From an optimization exercise on the open Yosys and OpenROAD flow, aimed at small area, a short achievable clock period and few clock cycles; shortcuts taken in it are not production practice.
At most, simulation tests tie the RTL to the original design; equivalence was not proved.
For runs 2 and 3, only the layout was checked, not whether the RTL still works.
Power figures rest on the tool's default switching activity, not on a simulated workload.

## design/flow/config.mk

```make
export PLATFORM = sky130hd
export DESIGN_NAME = cc_framer
export DESIGN_NICKNAME = cc_framer
export VERILOG_FILES = /design/flow/design.v
export SDC_FILE = /design/flow/constraint.sdc
export NUM_CORES = 4
export LEC_CHECK = 0
export CAP_MARGIN = 20
export CORE_MARGIN = 2
export CORE_UTILIZATION = 60
export CTS_CLUSTER_DIAMETER = 120
export CTS_CLUSTER_SIZE = 28
export PLACE_DENSITY = 0.68
export SETUP_SLACK_MARGIN = 5
export SLEW_MARGIN = 20
```

## design/flow/constraint.sdc

```tcl
create_clock -name core_clock -period 8.0 [get_ports {clk}]
set_input_delay 1.6000 -clock core_clock [delete_from_list [all_inputs] [get_ports {clk}]]
set_output_delay 1.6000 -clock core_clock [all_outputs]
set_load 0.01 [all_outputs]
```

## design/flow/design.v

```verilog
module cc_framer (
    input  wire        clk,
    input  wire        rst,
    input  wire        cmd_valid,
    output wire        cmd_ready,
    input  wire [1:0]  cmd_op,       
    input  wire [15:0] cmd_arg,      
    input  wire [31:0] cmd_time,     
    input  wire        in_valid,
    output reg         in_ready,
    input  wire [7:0]  in_data,
    output reg         out_valid,
    input  wire        out_ready,
    output wire [7:0]  out_data,
    output wire        out_last,
    output reg         resp_valid,
    input  wire        resp_ready,
    output reg         resp_err,
    output reg         resp_desync,
    output wire [15:0] resp_nout,
    output reg  [31:0] resp_desync_count
);
    localparam OP_FEED  = 2'd0;
    localparam OP_DISC  = 2'd1;
    localparam OP_SETMD = 2'd2;
    localparam N  = 260;           
    localparam M  = 20;            
    localparam K  = N / M;         
    localparam PB = 5;             
    localparam JB = 4;             
    localparam D  = 4;             
    localparam DB = 2;             
    localparam F  = 4;             
    reg  [8*N-1:0] ring;
    reg  [PB-1:0]  wp;             
    reg  [JB-1:0]  wj;             
    reg  [PB-1:0]  hp;             
    reg  [JB-1:0]  hj;             
    reg  [8:0]     cnt;            
    reg  [1:0]     fph;            
    reg  [8:0]     fneed;          
    wire           wr;             
    wire           rd;             
    reg            empty;          
    reg            cnt_1;          
    reg            cnt_f1;         
    reg            cnt_f;          
    wire           w_tap = (wp == {PB{1'b0}});
    wire           h_tap = (hp == {PB{1'b0}});
    reg  [7:0]     rbyte;          
    reg  [K-1:0]   wen;            
    genvar gj;
    generate
        for (gj = 0; gj < K; gj = gj + 1) begin : g_tap
            always @(posedge clk) begin
                ring[8*(gj*M)+7 -: 8] <= (in_valid && wen[gj]) ? in_data
                                         : ring[8*((gj*M+N-1)%N)+7 -: 8];
            end
            if (M > 1) begin : g_seg
                always @(posedge clk) begin
                    ring[8*(gj*M+M)-1 : 8*(gj*M+1)] <= ring[8*(gj*M+M-1)-1 : 8*(gj*M)];
                end
            end
        end
    endgenerate
    wire [JB-1:0]  hj_nt = (hp == M - 1) ? ((hj == K - 1) ? {JB{1'b0}} : hj + 1'b1) : hj;
    integer ij;
    always @(posedge clk) begin
        for (ij = 0; ij < K; ij = ij + 1)
            if (hj_nt == ij)
                rbyte <= ring[8*((ij*M+N-2)%N) +: 8];
    end
    reg  [F-1:0] ov;               
    reg  [8:0]   oe [0:F-1];       
    assign out_data  = oe[0][7:0];
    assign out_last  = oe[0][8];
    wire         pop = out_valid && out_ready;
    wire [F-1:0] ov_s = pop ? {1'b0, ov[F-1:1]} : ov;
    wire [F-1:0] ins;
    reg  [1:0] rph;                
    reg  [8:0] rneed;              
    reg  [5:0] frd;                
    reg  [5:0] fw;                 
    wire   r_ok   = (frd != fw) && h_tap;
    assign rd     = r_ok && (!ov[F-1] || pop);
    wire   r_last = rph[1] && (rneed == 9'd1);
    reg        c_v;
    reg  [1:0] c_op;
    reg [15:0] c_arg;
    reg        c_ok;               
    reg        c_to;               
    reg [15:0] c_dl;               
    reg        c_chk;              
    reg        c_bl;               
    reg        c_eq0;              
    reg        c_eq1;              
    reg [15:0] maxdelay;
    reg        lock;
    reg [31:0] last_time;
    reg        last_valid;
    reg [15:0] rem;                
    reg        cur_des;            
    reg  [5:0] fr;                 
    reg [15:0] ncnt;               
    assign resp_nout = ncnt;
    reg  [7:0]    q [0:D-1];
    reg  [DB:0]   q_wp, q_rp;      
    wire [DB:0]   q_n  = q_wp - q_rp;
    wire          q_nz = (q_wp != q_rp);
    wire          q_nf = (q_n != D);
    assign cmd_ready = !c_v;
    wire        acc     = cmd_valid && !c_v;
    wire [16:0] t_dl    = {1'b0, cmd_time[15:0]} - {1'b0, last_time[15:0]};
    wire        t_bl    = t_dl[16];
    wire [15:0] t_x     = cmd_time[31:16] ^ last_time[31:16];
    wire [16:0] t_pa;              
    assign t_pa[0] = 1'b1;
    genvar gt;
    generate
        for (gt = 0; gt < 16; gt = gt + 1) begin : g_pa
            assign t_pa[gt+1] = t_pa[gt] & last_time[16+gt];
        end
    endgenerate
    wire        a_chk   = (maxdelay != 16'd0) && last_valid;
    wire        c_feed  = (c_op == OP_FEED);
    wire        c_feedw = c_feed && (c_arg != 16'd0);
    wire        c_disc  = (c_op == OP_DISC) || (c_feed && c_to);
    assign wr = in_valid && in_ready;
    wire        w_comp  = fph[1] && (fneed == 9'd1);
    wire        w_c     = wr && w_comp;
    wire        fin     = wr && (rem == 16'd1);
    wire        st_idle = (rem == 16'd0) && c_v && c_ok && (q_nf || c_feedw) &&
                          (!c_disc || frd == fw);
    wire        start   = st_idle || (fin && c_v && c_ok && c_feedw && !c_disc);
    wire        st_feed = start && c_feed;
    wire        disc    = st_idle && c_disc;
    wire        push_st = st_idle && !c_feedw;
    wire        push    = fin || push_st;
    wire        st_err  = (c_op == OP_SETMD) && lock;
    wire        st_des  = c_feed && c_to && (fph != 2'd0);
    wire [7:0]  q_in    = fin ? {fw + {5'd0, w_c}, cur_des, 1'b0}
                              : {fw, st_des, st_err};
    wire [7:0]  q_hd    = q[q_rp[DB-1:0]];
    wire        f_pop   = pop && oe[0][8];
    wire [5:0]  fr_p1   = fr + 6'd1;
    wire [5:0]  fr_nx   = f_pop ? fr_p1 : fr;
    wire        hd_eq0  = (fr == q_hd[7:2]);
    wire        hd_eq1  = (fr_p1 == q_hd[7:2]);
    wire        rfree   = !resp_valid || resp_ready;
    wire        rel     = q_nz && rfree &&
                          (hd_eq0 || (hd_eq1 && out_valid && oe[0][8] && out_ready));
    wire        wr1     = wr && !rd;
    wire        rd1     = rd && !wr;
    wire        empty_n = disc || (wr1 ? 1'b0 : rd1 ? cnt_1 : empty);
    wire        nfull_n = wr1 ? !cnt_f1 : rd1 ? 1'b1 : !cnt_f;
    wire [8:0]  cnt_n   = disc ? 9'd0 : wr1 ? cnt + 9'd1 : rd1 ? cnt - 9'd1 : cnt;
    wire        wtap_n  = wr || (wp == M - 1);
    wire        remz_n  = st_feed ? (c_arg == 16'd0) : wr ? (rem == 16'd1) : (rem == 16'd0);
    wire        rem1_n  = st_feed ? (c_arg == 16'd1) : wr ? (rem == 16'd2) : (rem == 16'd1);
    wire        qnf_n   = (q_n < D - 1) || ((q_n == D - 1) && !push);
    wire        ir_n    = !remz_n && (!rem1_n || qnf_n) &&
                          (empty_n || (wtap_n && nfull_n));
    wire [JB-1:0] wj_n  = (empty_n || (wr && empty)) ? {JB{1'b0}} :
                          (wr || wp != M - 1) ? wj :
                          (wj == K - 1) ? {JB{1'b0}} : wj + 1'b1;
    always @(posedge clk) begin
        if (rst) begin
            c_v        <= 1'b0;
            c_ok       <= 1'b0;
            maxdelay   <= 16'd50;
            lock       <= 1'b0;
            last_time  <= 32'd0;
            last_valid <= 1'b0;
            rem        <= 16'd0;
            cur_des    <= 1'b0;
            fph        <= 2'd0;
            fneed      <= 9'd0;
            fw         <= 6'd0;
            fr         <= 6'd0;
            ncnt       <= 16'd0;
            rph        <= 2'd0;
            rneed      <= 9'd0;
            frd        <= 6'd0;
            wp         <= {PB{1'b0}};
            wj         <= {JB{1'b0}};
            hp         <= {PB{1'b0}};
            hj         <= {JB{1'b0}};
            cnt        <= 9'd0;
            empty      <= 1'b1;
            cnt_1      <= 1'b0;
            cnt_f1     <= 1'b0;
            cnt_f      <= 1'b0;
            in_ready   <= 1'b0;
            wen        <= {K{1'b0}};
            out_valid  <= 1'b0;
            q_wp       <= {(DB+1){1'b0}};
            q_rp       <= {(DB+1){1'b0}};
            resp_valid <= 1'b0;
            resp_err   <= 1'b0;
            resp_desync <= 1'b0;
            resp_desync_count <= 32'd0;
        end else begin
            if (acc) begin
                c_v    <= 1'b1;
                c_op   <= cmd_op;
                c_arg  <= cmd_arg;
                c_dl   <= t_dl[15:0];
                c_chk  <= a_chk;
                c_bl   <= t_bl;
                c_eq0  <= (t_x == 16'd0);
                c_eq1  <= (t_x == t_pa[15:0]);
                if (cmd_op == OP_FEED && maxdelay != 16'd0) begin
                    last_time  <= cmd_time;
                    last_valid <= 1'b1;
                end
            end else if (start) begin
                c_v    <= 1'b0;
            end
            c_ok <= c_v && !acc;
            c_to <= c_chk && (!(c_bl ? c_eq1 : c_eq0) || (c_dl > maxdelay));
            if (wr) begin
                rem <= rem - 16'd1;
                if (w_comp) begin
                    fph  <= 2'd0;
                    fw   <= fw + 6'd1;
                end else if (fph[1]) begin
                    fneed <= fneed - 9'd1;
                end else begin
                    fph  <= fph + 2'd1;
                    fneed <= {1'b0, in_data} + 9'd3;
                end
            end
            if (start) begin
                case (c_op)
                OP_FEED: begin
                    lock    <= 1'b1;
                    rem     <= c_arg;
                    cur_des <= st_des;
                end
                OP_SETMD: begin
                    if (!lock)
                        maxdelay <= c_arg;
                end
                default: ;
                endcase
            end
            if (disc)
                fph <= 2'd0;
            if (wr && empty) begin
                wp <= {PB{1'b0}};
                wj <= {JB{1'b0}};
            end else if (!wr) begin
                if (wp == M - 1) begin
                    wp <= {PB{1'b0}};
                    wj <= (wj == K - 1) ? {JB{1'b0}} : wj + 1'b1;
                end else begin
                    wp <= wp + 1'b1;
                end
            end
            if (wr && empty) begin
                hp <= 1;
                hj <= {JB{1'b0}};
            end else if (!rd) begin
                if (hp == M - 1) begin
                    hp <= {PB{1'b0}};
                    hj <= (hj == K - 1) ? {JB{1'b0}} : hj + 1'b1;
                end else begin
                    hp <= hp + 1'b1;
                end
            end
            cnt    <= cnt_n;
            empty  <= (cnt_n == 9'd0);
            cnt_1  <= (cnt_n == 9'd1);
            cnt_f1 <= (cnt_n == N - 1);
            cnt_f  <= (cnt_n == N);
            in_ready <= ir_n;
            for (ij = 0; ij < K; ij = ij + 1)
                wen[ij] <= ir_n && (wj_n == ij);
            if (rd) begin
                if (r_last) begin
                    rph  <= 2'd0;
                    frd  <= frd + 6'd1;
                end else if (rph[1]) begin
                    rneed <= rneed - 9'd1;
                end else begin
                    rph  <= rph + 2'd1;
                    rneed <= {1'b0, rbyte} + 9'd3;
                end
            end
            fr <= fr_nx;
            out_valid <= (ov_s[0] || ins[0]) && !(rel || !rfree);
            if (push)
                q_wp <= q_wp + 1'b1;
            if (rel) begin
                q_rp <= q_rp + 1'b1;
                resp_valid  <= 1'b1;
                resp_err    <= q_hd[0];
                resp_desync <= q_hd[1];
                resp_desync_count <= resp_desync_count + {31'd0, q_hd[1]};
            end else if (resp_ready) begin
                resp_valid <= 1'b0;
            end
            if (resp_valid && resp_ready)
                ncnt <= 16'd0;
            else if (f_pop)
                ncnt <= ncnt + 16'd1;
        end
    end
    always @(posedge clk) begin
        if (push)
            q[q_wp[DB-1:0]] <= q_in;
    end
    genvar gi;
    generate
        for (gi = 0; gi < F; gi = gi + 1) begin : g_oq
            assign ins[gi] = rd && !ov_s[gi] && (gi == 0 || ov_s[(gi+F-1)%F]);
            always @(posedge clk) begin
                if (ins[gi])
                    oe[gi] <= {r_last, rbyte};
                else if (pop && gi < F - 1)
                    oe[gi] <= oe[(gi+1)%F];
                if (rst)
                    ov[gi] <= 1'b0;
                else
                    ov[gi] <= ov_s[gi] || ins[gi];
            end
        end
    endgenerate
endmodule
```

## design/flow/run.sh

```bash
#!/bin/bash
# synth_recipe.tcl (not shown) runs the flow's synth.tcl, then flattens the netlist and writes it again
# the make line also repeats each setting of config.mk as NAME=value (left out here)
make -C /OpenROAD-flow-scripts/flow DESIGN_CONFIG=/design/flow/config.mk WORK_HOME=/design/flow/orfs CLKGATE_MAP_FILE= SYNTH_SCRIPT=/design/flow/synth_recipe.tcl finish
```

==> out/results.tsv, run 1 <==
metric	value	unit
die_w	320.8	um
post_drt_wl_per_cell	17.30	um
hold_viol	0	
drt_wl_total	97900	um
synth_cells	4079	
die_area	102900	um2
critPathArrivalTime	3.75	ns
cts_tree	done	
area_growth_syn_to_layout	11.91	%
slew_headroom	0.3366	
ys.flop_type	dfxtp_1	
dpl.hpwl	58910	um
yosys.area_share.xor_xnor	0.02205	
track_usage	0.1877	
timing.max_cap.violations	0	
yosysWarnings	2	
drt_iter0_drc	1836	
cp-start-kind	flip-flop	
insertion_delay	0.71	ns
path_clk_slew	0.11	ns
crit_path_cell_trace	or4_4 -> nor4_4 -> nand4_4 -> o32ai_4 -> buf_6 -> nand3b_4 -> buf_6 -> a211oi_4 -> buf_4 -> nand3_2 -> nor4_1	
avgSynthCellArea	14.76	um2
fmax	317.5	MHz
synth_top_area_frac	0.7642	
fin_skew	0.03084	ns
initial_core_util	0.6038	
post-route-period-util	0.3937	
drc	0	
rows	116	
nNetsFinal	4469	
viasPerCell	4.936	
cp_slowest_cell	or4_4	
synth_cell_types	84	
drtPass1Iterations	5	
period_needed	3.150	ns
diodes	0	
synth_area_leaders	dfxtp_1, edfxtp_1, mux2_2	
netlist_area	60200	um2
pwr_density_cell	283.4	nW/um2
antenna_found_initial	3	
ys_seq_elements	2413	
grt_pass1_vias	26774	
cts_root_buf	clkbuf_16	
worst-setup-path-type	reg2reg	
overflow	0	
setup_viol	0	
fill_cells	6865	
htree_levels	3	
synth_edf_count	115	
ys_seq_area_frac	0.8215	
postPlaceCellArea	63200	um2
drive_above_1_share	0.1319	
worstMarginPinSlew	0.9920	ns
vias	27934	
p_leak	26.60	nW
synth-simple-area-share	0.06067	
routabilityCongestion	0.8205	
grt_max_degree	81	
cpMostUsedCell	buf_6	
synth-compound-area-share	0.03514	
status	timing/DRC/antenna clean	
ys_async_sr_fraction	0	
fin_area	67370	um2
port_buffers	126	
hp-class	reg2reg	
cp_max_fo	4	
holdBufCountCts	0	
crit_family	simple AND/OR/NAND/NOR gates	
synthMuxAreaShare	0.03548	
core-area	99710	um2
layout_common_cells	dfxtp_1, nor2_1, nand2_1, edfxtp_1	
final.setup.tns	0	ns
die_h	320.8	um
slowest_delay	0.56	ns
cts_sinks	2413	
pin_count	127	
crit_buf_inv	3	
syn-num-nets	4211	
ir_drop	223.3	uV
synth_top_area_cell	dfxtp_1	
synth_top_family_by_area	simple AND/OR/NAND/NOR gates	
grt_setup_unrepaired	true	
synth_fa_ha_area_frac	0.01438	
cts_buffers	96	
crit_required	8.60	ns
finalMaxSlewViolations	0	
final_common_cell	dfxtp_1	
postRouteAntennaNets	0	
clockBufferDepth	3	
endpoint_kind	flip-flop	
grt_pass1_wl	150300	um
## routing by layer
layer  global-route usage  part of all wire  vias up
met1               0.2689              0.49    13374
met2               0.2951              0.45      447
li1                     -                 -    13962
met4              0.05999             0.027        2
met3              0.02867             0.036      149
met5                    0           0.00011        -
## sequential cells by signal, indices dropped and copies added, names as in the netlist, 8 cells and up, named ones only
name / count
rbyte: 8
c_arg: 16
ncnt: 16
q: 32
ring: 2080
c_dl: 16
rem: 16
maxdelay: 16
wen: 13
cnt: 9
oe: 36
rneed: 9
last_time: 32
resp_desync_count: 32
fneed: 9
## worst reg2reg max path: stages (launching register included)
cell      delay [ns]
dfxtp_2         0.35
or4_4           0.56
nor4_4          0.43
nand4_4         0.16
o32ai_4         0.28
buf_6           0.16
nand3b_4        0.09
buf_6           0.16
a211oi_4        0.36
buf_4           0.18
nand3_2         0.11
nor4_1          0.24
## metrics by stage
step	cells	power [mW]	worst slack, ns	utilization	hold slack, ns
floorplan	4079	13.35	4.404	-	0.3096
global placement	5435	13.55	2.972	0.6339	0.3097
detailed placement	5435	13.56	2.869	0.6339	0.3121
CTS	5606	19.16	4.927	0.6689	0.3160
global route	5659	19.78	4.776	0.6757	0.3190
finish	5659	19.09	4.850	0.6757	0.3098
## where the power goes
group,internal (mW),switching (mW)
combinational,0.435,0.481
clock,2.25,3.37
sequential,12.4,0.152
## worst paths after layout
path                            startpoint         to  slack (ns)  cells after the start
worst max-delay path                rem[4]     wen[9]        4.85                     11
worst min-delay path             ring[199]  ring[207]        0.31                      0
worst max register to register      rem[4]     wen[9]        4.85                     11
worst min register to register   ring[199]  ring[207]        0.31                      0
## cell type report
class                      instances  area [um2]  area share
sequential                      2413       49570      0.7358
tap                             1298        1624     0.02411
timing repair buffer             235        2091     0.03103
multi-input combinational       1508       11110      0.1649
inverter                          83       332.8    0.004940
clock inverter                     6       148.9    0.002210
clock buffer                     116        2499     0.03709
## kinds of logic (layout without fill, tap and decap cells)
kind of cell,count (synthesis),after routing
and+or+nand+nor,759,762
DFF,2413,2413
buffers and inverters,164,440
AOI/OAI and AO/OA,334,335
muxes,191,193
xor gates and xnor gates,150,150
adders and majority gates,68,68
## synth_stat cells, types with 12 or more instances
master,n
nor2b_1,20
mux2i_1,84
clkbuf_1,68
mux2_2,99
dfxtp_1,2298
a21oi_1,80
nand3_1,53
o21ai_0,92
or3_1,16
a22oi_1,17
inv_1,82
nand2_1,212
a31oi_1,27
and3_1,13
o31ai_1,12
edfxtp_1,115
xnor2_1,70
xor2_1,79
nor3_1,47
nor2_1,261
ha_1,66
nand4_1,39
nor4_1,20
a211oi_1,21
## repair_timing
item | 4_1_cts | 5_1_grt
pin swaps | 40 | 45
setup endpoints to repair | 431 | 122
gates resized for setup | 312 | 98
buffers inserted | 44 | 52
gates cloned | 5 | 1
Testbench counts, summed over its fixed seeds: cycles 137,058.
==> run 2: changes to the inputs <==
--- a/design/flow/design.v
+++ b/design/flow/design.v
@@ -32,3 +32,3 @@
     localparam DB = 2;             
-    localparam F  = 4;             
+    localparam F  = 5;             
     reg  [8*N-1:0] ring;
@@ -41,2 +41,3 @@
     reg  [8:0]     fneed;          
+    reg            gar;            
     wire           wr;             
@@ -83,4 +84,4 @@
     reg  [5:0] fw;                 
-    wire   r_ok   = (frd != fw) && h_tap;
-    assign rd     = r_ok && (!ov[F-1] || pop);
+    wire   r_ok   = (gar ? !empty : (frd != fw)) && h_tap;
+    assign rd     = r_ok && !ov[F-1];
     wire   r_last = rph[1] && (rneed == 9'd1);
@@ -89,9 +90,5 @@
     reg [15:0] c_arg;
+    reg [31:0] c_time;
     reg        c_ok;               
     reg        c_to;               
-    reg [15:0] c_dl;               
-    reg        c_chk;              
-    reg        c_bl;               
-    reg        c_eq0;              
-    reg        c_eq1;              
     reg [15:0] maxdelay;
@@ -112,5 +109,6 @@
     wire        acc     = cmd_valid && !c_v;
-    wire [16:0] t_dl    = {1'b0, cmd_time[15:0]} - {1'b0, last_time[15:0]};
+    wire        c_new   = c_v && !c_ok;
+    wire [16:0] t_dl    = {1'b0, c_time[15:0]} - {1'b0, last_time[15:0]};
     wire        t_bl    = t_dl[16];
-    wire [15:0] t_x     = cmd_time[31:16] ^ last_time[31:16];
+    wire [15:0] t_x     = c_time[31:16] ^ last_time[31:16];
     wire [16:0] t_pa;              
@@ -123,3 +121,5 @@
     endgenerate
-    wire        a_chk   = (maxdelay != 16'd0) && last_valid;
+    wire        t_hz    = t_bl ? (t_x == t_pa[15:0]) : (t_x == 16'd0);
+    wire        t_to    = (maxdelay != 16'd0) && last_valid &&
+                          (!t_hz || (t_dl[15:0] > maxdelay));
     wire        c_feed  = (c_op == OP_FEED);
@@ -151,2 +151,3 @@
                           (hd_eq0 || (hd_eq1 && out_valid && oe[0][8] && out_ready));
+    wire        g_now   = fph[1] && ((rem[15:9] != 7'd0) || (rem[8:0] >= fneed));
     wire        wr1     = wr && !rd;
@@ -177,2 +178,3 @@
             fneed      <= 9'd0;
+            gar        <= 1'b0;
             fw         <= 6'd0;
@@ -202,20 +204,14 @@
         end else begin
-            if (acc) begin
+            if (acc)
                 c_v    <= 1'b1;
-                c_op   <= cmd_op;
-                c_arg  <= cmd_arg;
-                c_dl   <= t_dl[15:0];
-                c_chk  <= a_chk;
-                c_bl   <= t_bl;
-                c_eq0  <= (t_x == 16'd0);
-                c_eq1  <= (t_x == t_pa[15:0]);
-                if (cmd_op == OP_FEED && maxdelay != 16'd0) begin
-                    last_time  <= cmd_time;
+            else if (start)
+                c_v    <= 1'b0;
+            c_ok <= c_v && !acc;
+            if (c_new) begin
+                c_to <= t_to;
+                if (c_feed && maxdelay != 16'd0) begin
+                    last_time  <= c_time;
                     last_valid <= 1'b1;
                 end
-            end else if (start) begin
-                c_v    <= 1'b0;
             end
-            c_ok <= c_v && !acc;
-            c_to <= c_chk && (!(c_bl ? c_eq1 : c_eq0) || (c_dl > maxdelay));
             if (wr) begin
@@ -248,2 +244,3 @@
                 fph <= 2'd0;
+            gar <= g_now && !w_c && !disc;
             if (wr && empty) begin
@@ -311,2 +308,7 @@
             q[q_wp[DB-1:0]] <= q_in;
+        if (!c_v) begin
+            c_op   <= cmd_op;
+            c_arg  <= cmd_arg;
+            c_time <= cmd_time;
+        end
     end
--- a/design/flow/config.mk
+++ b/design/flow/config.mk
@@ -9,6 +9,6 @@
 export CORE_MARGIN = 2
-export CORE_UTILIZATION = 60
-export CTS_CLUSTER_DIAMETER = 120
-export CTS_CLUSTER_SIZE = 28
-export PLACE_DENSITY = 0.68
+export CORE_UTILIZATION = 40
+export CTS_CLUSTER_DIAMETER = 100
+export CTS_CLUSTER_SIZE = 30
+export PLACE_DENSITY = 0.6
 export SETUP_SLACK_MARGIN = 5
==> out/results.tsv, run 2 <==
metric	value	unit	change
finalMaxSlewViolations	0		unchanged
synth_edf_count	136		+18%
synth_cells	4215		+3.3%
p_seq_frac	0.655		-0.003
rrSetupSlack	4.46	ns	-0.39 ns
path_clk_slew	0.11	ns	about the same
p_sw	4.168	mW	+4.2%
synth_cell_types	82		-2.4%
yosysWarnings	2		unchanged
port_buffers	126		unchanged
regArea	50270	um2	+1.4%
die_w	396.1	um	+23%
grt_max_degree	88		+8.6%
grt_setup_unrepaired	true		
hp-class	reg2reg		
crit_family	buffers and inverters		
hold_viol	0		unchanged
drc	0		unchanged
rr_endpoint	last_time[0]		
overflow	0		unchanged
cp_slowest_cell	edfxtp_1		
vias	29299		+4.9%
top_register	ring		
fill_cells	13205		+92%
fmax	282.4	MHz	-11%
final_util	0.4601		-0.2155
crit_buf_inv	26		+23
cp-start-kind	flip-flop		
clockBufferDepth	3		unchanged
drt_iter0_drc	1720		-6.3%
slowest_delay	0.37	ns	-0.19 ns
final.setup.tns	0	ns	unchanged
p_leak	26.95	nW	+1.4%
routabilityCongestion	0.8167		-0.46%
startpoint	c_time[0]		
fin_area	70060	um2	+4.0%
cpMostUsedCell	buf_6		
intPower	15.20	mW	+0.76%
period_needed	3.542	ns	+0.3919 ns
syn-num-nets	4355		+3.4%
critPathArrivalTime	4.22	ns	+0.47 ns
cts_sinks	2436		+0.95%
synth_area_leaders	dfxtp_1, edfxtp_1, mux2_2		
reg_top3	ring x2080, oe x45		
drt_wl_total	102800	um	+5.0%
die_h	396.1	um	+23%
crit_cells	29		+18
ir_drop	184.2	uV	-18%
holdWs	0.2941	ns	-0.01568 ns
grt_pass1_vias	28257		+5.5%
ys_async_sr_fraction	0		unchanged
combPwrFrac	0.047		about the same
viasPerCell	4.468		-9.5%
r2r-start	c_time[0]		
drive_above_1_share	0.1501		+0.01820
layout_common_cells	dfxtp_1, nor2_1, nand2_1, edfxtp_1, buf_4		
cts_root_buf	clkbuf_16		
synth.most_common_cell	dfxtp_1		
pin_count	127		unchanged
hold_depth	0		unchanged
initial_core_util	0.4038		-0.2000
track_usage	0.1280		-0.05968
netlist_area	61480	um2	+2.1%
crit_required	8.68	ns	+0.08 ns
final_common_cell	dfxtp_1		
ys_seq_area_frac	0.8153		-0.006211
die_area	156900	um2	+52%
synth_top_area_frac	0.7489		-0.01527
rr_worst_depth	29		+18
status	timing/DRC/antenna clean		
fin_skew	0.04392	ns	+0.01308 ns
synth_common_cells	dfxtp_1, nor2_1, nand2_1		
post_drt_wl_per_cell	15.68	um	-9.4%
worstMarginPinSlew	1.131	ns	+0.1389 ns
antenna_found_initial	7		+4
slew_headroom	0.2437		-0.09288
timing.max_cap.violations	0		unchanged
grt_pass1_wl	159300	um	+6.0%
dpl.hpwl	64440	um	+9.4%
cts_tree	done		
worst-setup-path-type	reg2reg		
cts_buffers	94		-2.1%
postPlaceCellArea	65160	um2	+3.1%
cp_max_fo	2		-2
insertion_delay	0.75	ns	+0.04 ns
nNetsFinal	4641		+3.8%
setup_viol	0		unchanged
drtPass1Iterations	7		+2
ys.flop_type	dfxtp_1		
rows	143		+23%
endpoint_kind	flip-flop		
multiInputGateArea	11610	um2	+4.5%
ys_seq_elements	2436		+0.95%
htree_levels	3		unchanged
pwr_density_cell	276.5	nW/um2	-2.4%
endpoint	last_time[0]		
postRouteAntennaNets	0		unchanged
post-route-period-util	0.4427		+0.04899
largest_register_ffs	2080		unchanged
synth_top_area_cell	dfxtp_1		
p_total	19.37	mW	+1.5%
avgSynthCellArea	14.59	um2	-1.2%
core-area	152300	um2	+53%
p_sw_frac	0.2152		+0.005543
area_growth_syn_to_layout	13.95	%	
clkPwrFrac	0.297		+0.003
run 2: timing repair:
| item | CTS | global route |
|---|---|---|
| endpoints found under the setup margin | 341 | 192 |
| buffers inserted | 105 | 34 |
| pin swaps | 28 | 62 |
| resized for setup | 364 | 161 |
| gates cloned | 5 | 4 |
| hold buffers | 0 | 0 |
run 2: worst register-to-register path: cells and delay by family (launching register included):
kind                   cells  cell delay, ns
DFF                        1            0.37
AOI/OAI and AO/OA          1            0.05
buffers and inverters     26            2.89
and+or+nand+nor            2            0.20
run 2: how the worst min path moves through the flow:
stage	start	end
final	ring[1061]	ring[1069]
after global routing	ring[1061]	ring[1069]
after CTS	ring[1061]	ring[1069]
after detailed placement	ring[1078]	ring[1086]
after global placement	ring[1852]	ring[1860]
after floorplan	ring[992]	ring[1000]
run 2: cells by family (layout without fill, tap and decap cells):
logic type | after synthesis | count (layout) | share of synthesized area
AO/OA/AOI/OAI | 430 | 432 | 0.04436
flip-flops | 2436 | 2436 | 0.8153
multiplexers | 182 | 182 | 0.03380
AND/OR/NAND/NOR | 781 | 783 | 0.06129
XOR/XNOR | 124 | 124 | 0.01789
adder cells (fa/ha/maj) | 76 | 76 | 0.01571
buffers and inverters | 186 | 492 | 0.01164
other | 0 | 2 | 0
run 2: routing by layer:
layer	routed length [um]	GRT usage	share of wire
met5	13	0	0.00013
met1	51130	0.1831	0.50
met3	3603	0.01969	0.035
met2	45710	0.1993	0.44
met4	2366	0.03999	0.023
run 2: stage by stage:
| stage | worst slack (ns) | instances |
|---|---|---|
| 3_3_place_gp | 3.299 | 6287 |
| 2_1_floorplan | 4.661 | 4215 |
| 4_1_cts | 4.471 | 6517 |
| 3_5_place_dp | 3.259 | 6287 |
| 5_1_grt | 4.362 | 6555 |
| 6_report | 4.458 | 6557 |
run 2: final cells by class:
class / count / area share
well taps: 2030 / 0.03625
repair buffers: 290 / 0.03695
clock buffers: 107 / 0.03518
clock inverters: 13 / 0.003804
flip-flops and latches: 2436 / 0.7175
inverters: 82 / 0.004590
diodes: 2 / 0.00007143
multi-input cells: 1597 / 0.1657
run 2: power by group through the flow:
stage	Sequential, mW	Clock (mW)	Combinational [mW]
floorplan	12.9	0	0.578
global placement	13.0	0	0.772
detailed placement	13.0	0	0.781
CTS	12.7	5.98	0.852
global route	12.7	6.40	1.02
finish	12.7	5.76	0.915
==> run 3: changes to the inputs <==
--- a/design/flow/config.mk
+++ b/design/flow/config.mk
@@ -9,6 +9,6 @@
 export CORE_MARGIN = 2
-export CORE_UTILIZATION = 40
+export CORE_UTILIZATION = 70
 export CTS_CLUSTER_DIAMETER = 100
 export CTS_CLUSTER_SIZE = 30
-export PLACE_DENSITY = 0.6
+export PLACE_DENSITY = 0.8
 export SETUP_SLACK_MARGIN = 5
==> out/results.tsv, run 3 <==
metric	value	unit	change
nNetsFinal	4566		-1.6%
netlist_area	61480	um2	unchanged
synth_cell_types	82		unchanged
routabilityCongestion	0.8496		+4.0%
postPlaceCellArea	64090	um2	-1.6%
drtPass1Iterations	5		-2
track_usage	0.2533		+0.1253
cts_root_buf	clkbuf_16		
cp-start-kind	flip-flop		
grt_max_degree	77		-13%
cts_buffers	91		-3.2%
final.setup.tns	0	ns	unchanged
die_h	300.4	um	-24%
viasPerCell	5.395		+21%
antenna_found_initial	4		-3
cts_tree	done		
postRouteAntennaNets	0		unchanged
status	timing/DRC/antenna clean		
fin_skew	0.04683	ns	+0.002910 ns
hold_viol	0		unchanged
cp_max_fo	4		+2
rr_worst_depth	15		-48%
regArea	50240	um2	about the same
fill_cells	4577		-65%
fmax	283.7	MHz	+0.46%
insertion_delay	0.70	ns	-0.05 ns
overflow	0		unchanged
slowest_delay	0.42	ns	+0.05 ns
ys.flop_type	dfxtp_1		
synth_area_leaders	dfxtp_1, edfxtp_1, mux2_2		
crit_required	8.43	ns	-0.25 ns
worstMarginPinSlew	0.9822	ns	-0.1487 ns
synth_top_area_frac	0.7489		unchanged
drc	0		unchanged
slew_headroom	0.3443		+0.1006
reg_top3	ring x2080, oe x45		
cp_slowest_cell	edfxtp_1		
grt_setup_unrepaired	true		
post_drt_wl_per_cell	20.93	um	+33%
hp-class	reg2reg		
synth_cells	4215		unchanged
ys_seq_elements	2436		unchanged
synth_top_area_cell	dfxtp_1		
port_buffers	126		unchanged
die_w	300.4	um	-24%
synth_edf_count	136		unchanged
yosysWarnings	2		unchanged
area_growth_syn_to_layout	11.17	%	
die_area	90220	um2	-42%
pwr_density_cell	281.8	nW/um2	+1.9%
ir_drop	282.2	uV	+53%
dpl.hpwl	67570	um	+4.9%
synth.most_common_cell	dfxtp_1		
multiInputGateArea	11750	um2	+1.2%
layout_common_cells	dfxtp_1, nor2_1, nand2_1, edfxtp_1, o21ai_0		
finalMaxSlewViolations	0		unchanged
critPathArrivalTime	3.95	ns	-0.27 ns
endpoint_kind	flip-flop		
drt_iter0_drc	2242		+30%
largest_register_ffs	2080		unchanged
fin_area	68350	um2	-2.4%
period_needed	3.525	ns	-0.01631 ns
drt_wl_total	117300	um	+14%
htree_levels	3		unchanged
clockBufferDepth	3		unchanged
top_register	ring		
crit_path_cell_trace	ha_1 -> nor2b_1 -> o31a_1 -> o2111ai_4 -> a311oi_2 -> o21a_1 -> o21ai_2 -> nand2b_4 -> nand3_4 -> ha_4 -> nand4_1 -> nor3_2 -> nand2_1 -> o211ai_1 -> o22ai_2		
ys_seq_area_frac	0.8153		unchanged
synth_common_cells	dfxtp_1, nor2_1, nand2_1		
core-area	86890	um2	-43%
post-route-period-util	0.4407		-0.002039
p_leak	26.62	nW	-1.2%
avgSynthCellArea	14.59	um2	unchanged
syn-num-nets	4355		unchanged
timing.max_cap.violations	0		unchanged
cts_sinks	2436		unchanged
vias	30234		+3.2%
initial_core_util	0.7076		+0.3038
rows	108		-24%
setup_viol	0		unchanged
grt_pass1_wl	174800	um	+9.8%
final_common_cell	dfxtp_1		
hold_depth	0		unchanged
ys_async_sr_fraction	0		unchanged
pin_count	127		unchanged
grt_pass1_vias	30343		+7.4%
drive_above_1_share	0.1228		-0.02730
worst-setup-path-type	reg2reg		
path_clk_slew	0.11	ns	about the same
## run 3: cell families (layout without fill, tap and decap cells)
kind of cell | after synthesis | count (layout) | synth area share
compound gates | 430 | 431 | 0.04436
xor+xnor | 124 | 124 | 0.01789
fa+ha+maj | 76 | 76 | 0.01571
buf+inv | 186 | 415 | 0.01164
flops | 2436 | 2436 | 0.8153
mux | 182 | 182 | 0.03380
other cells | 0 | 1 | 0
simple gates | 781 | 784 | 0.06129
## run 3: layer usage
layer | global-route usage | wire length (um) | vias to the layer above
met5 | 0 | 13 | -
met4 | 0.08429 | 3710 | 2
met3 | 0.02893 | 4754 | 216
met2 | 0.4377 | 58910 | 762
met1 | 0.3357 | 49920 | 14790
li1 | - | - | 14464
## run 3: final timing paths
check	startpoint	end	slack (ns)
setup reg to reg	c_time[1]	c_to	4.47
hold / removal	ring[1743]	ring[1751]	0.31
hold reg to reg	ring[1743]	ring[1751]	0.31
setup / recovery	c_time[1]	c_to	4.47
## run 3: report_power, final
group	internal (mW)	switching, mW
clock	2.18	3.46
combinational	0.384	0.515
sequential	12.5	0.186
total	15.1	4.16
## run 3: metrics by stage
step	cells	power (mW)	hold WS, ns	utilization	setup slack, ns
global route	5603	19.83	0.3186	0.7866	4.310
floorplan	4215	13.49	0.3096	-	4.661
global placement	5415	13.71	0.3095	0.7376	3.441
CTS	5580	19.26	0.3084	0.7781	4.513
finish	5604	19.26	0.3130	0.7867	4.475
detailed placement	5415	13.76	0.3121	0.7376	3.344
## run 3: layout make-up
type	instances	area share
sequential	2436	0.7350
multi-input combinational	1597	0.1719
clock buffer	109	0.03524
timing repair buffer	218	0.03028
tap	1155	0.02114
inverter	82	0.004668
clock inverter	6	0.001776
antenna	1	0.00003661
## run 3: repair_timing
action | 4_1_cts | 5_1_grt
gates resized for setup | 251 | 142
pin swaps | 35 | 62
buffers inserted | 45 | 18
gates cloned | 5 | 5
hold buffers | 0 | 0
setup endpoints to repair | 310 | 193
## run 3: worst max-delay path, delay by kind of cell (launching register included)
family | cells | cell delay, ns
AOI/OAI and AO/OA | 7 | 1.45
DFF | 1 | 0.42
adders and majority gates | 2 | 0.58
and+or+nand+nor | 6 | 0.83

separate check: timing with driven ports:
How much do the figures lean on ideal ports? The routed layouts below were timed once more, with nothing changed but the port constraints. Step 1 assumes that a clkbuf_16 drives the clock port and a buf_2 every other input. Step 2 also shifts input and output timing later by t, the mid clock arrival at the registers, as if the neighbouring blocks saw the same clock. a / b / c = ideal / step 1 / step 2; a / b = the first two.
run	t, ns	setup slack, ns	pins driven straight from the clock port
run 1	0.753	4.850 / 4.850 / 4.188	1
run 2	0.798	4.458 / 4.458 / 4.147	1
run 3	0.745	4.475 / 4.475 / 4.231	1
After both steps setup and hold are still met in every run listed. For run 1, which loses most, drivers alone change the setup slack by 0.000 ns; drivers and shift together by -0.662 ns.
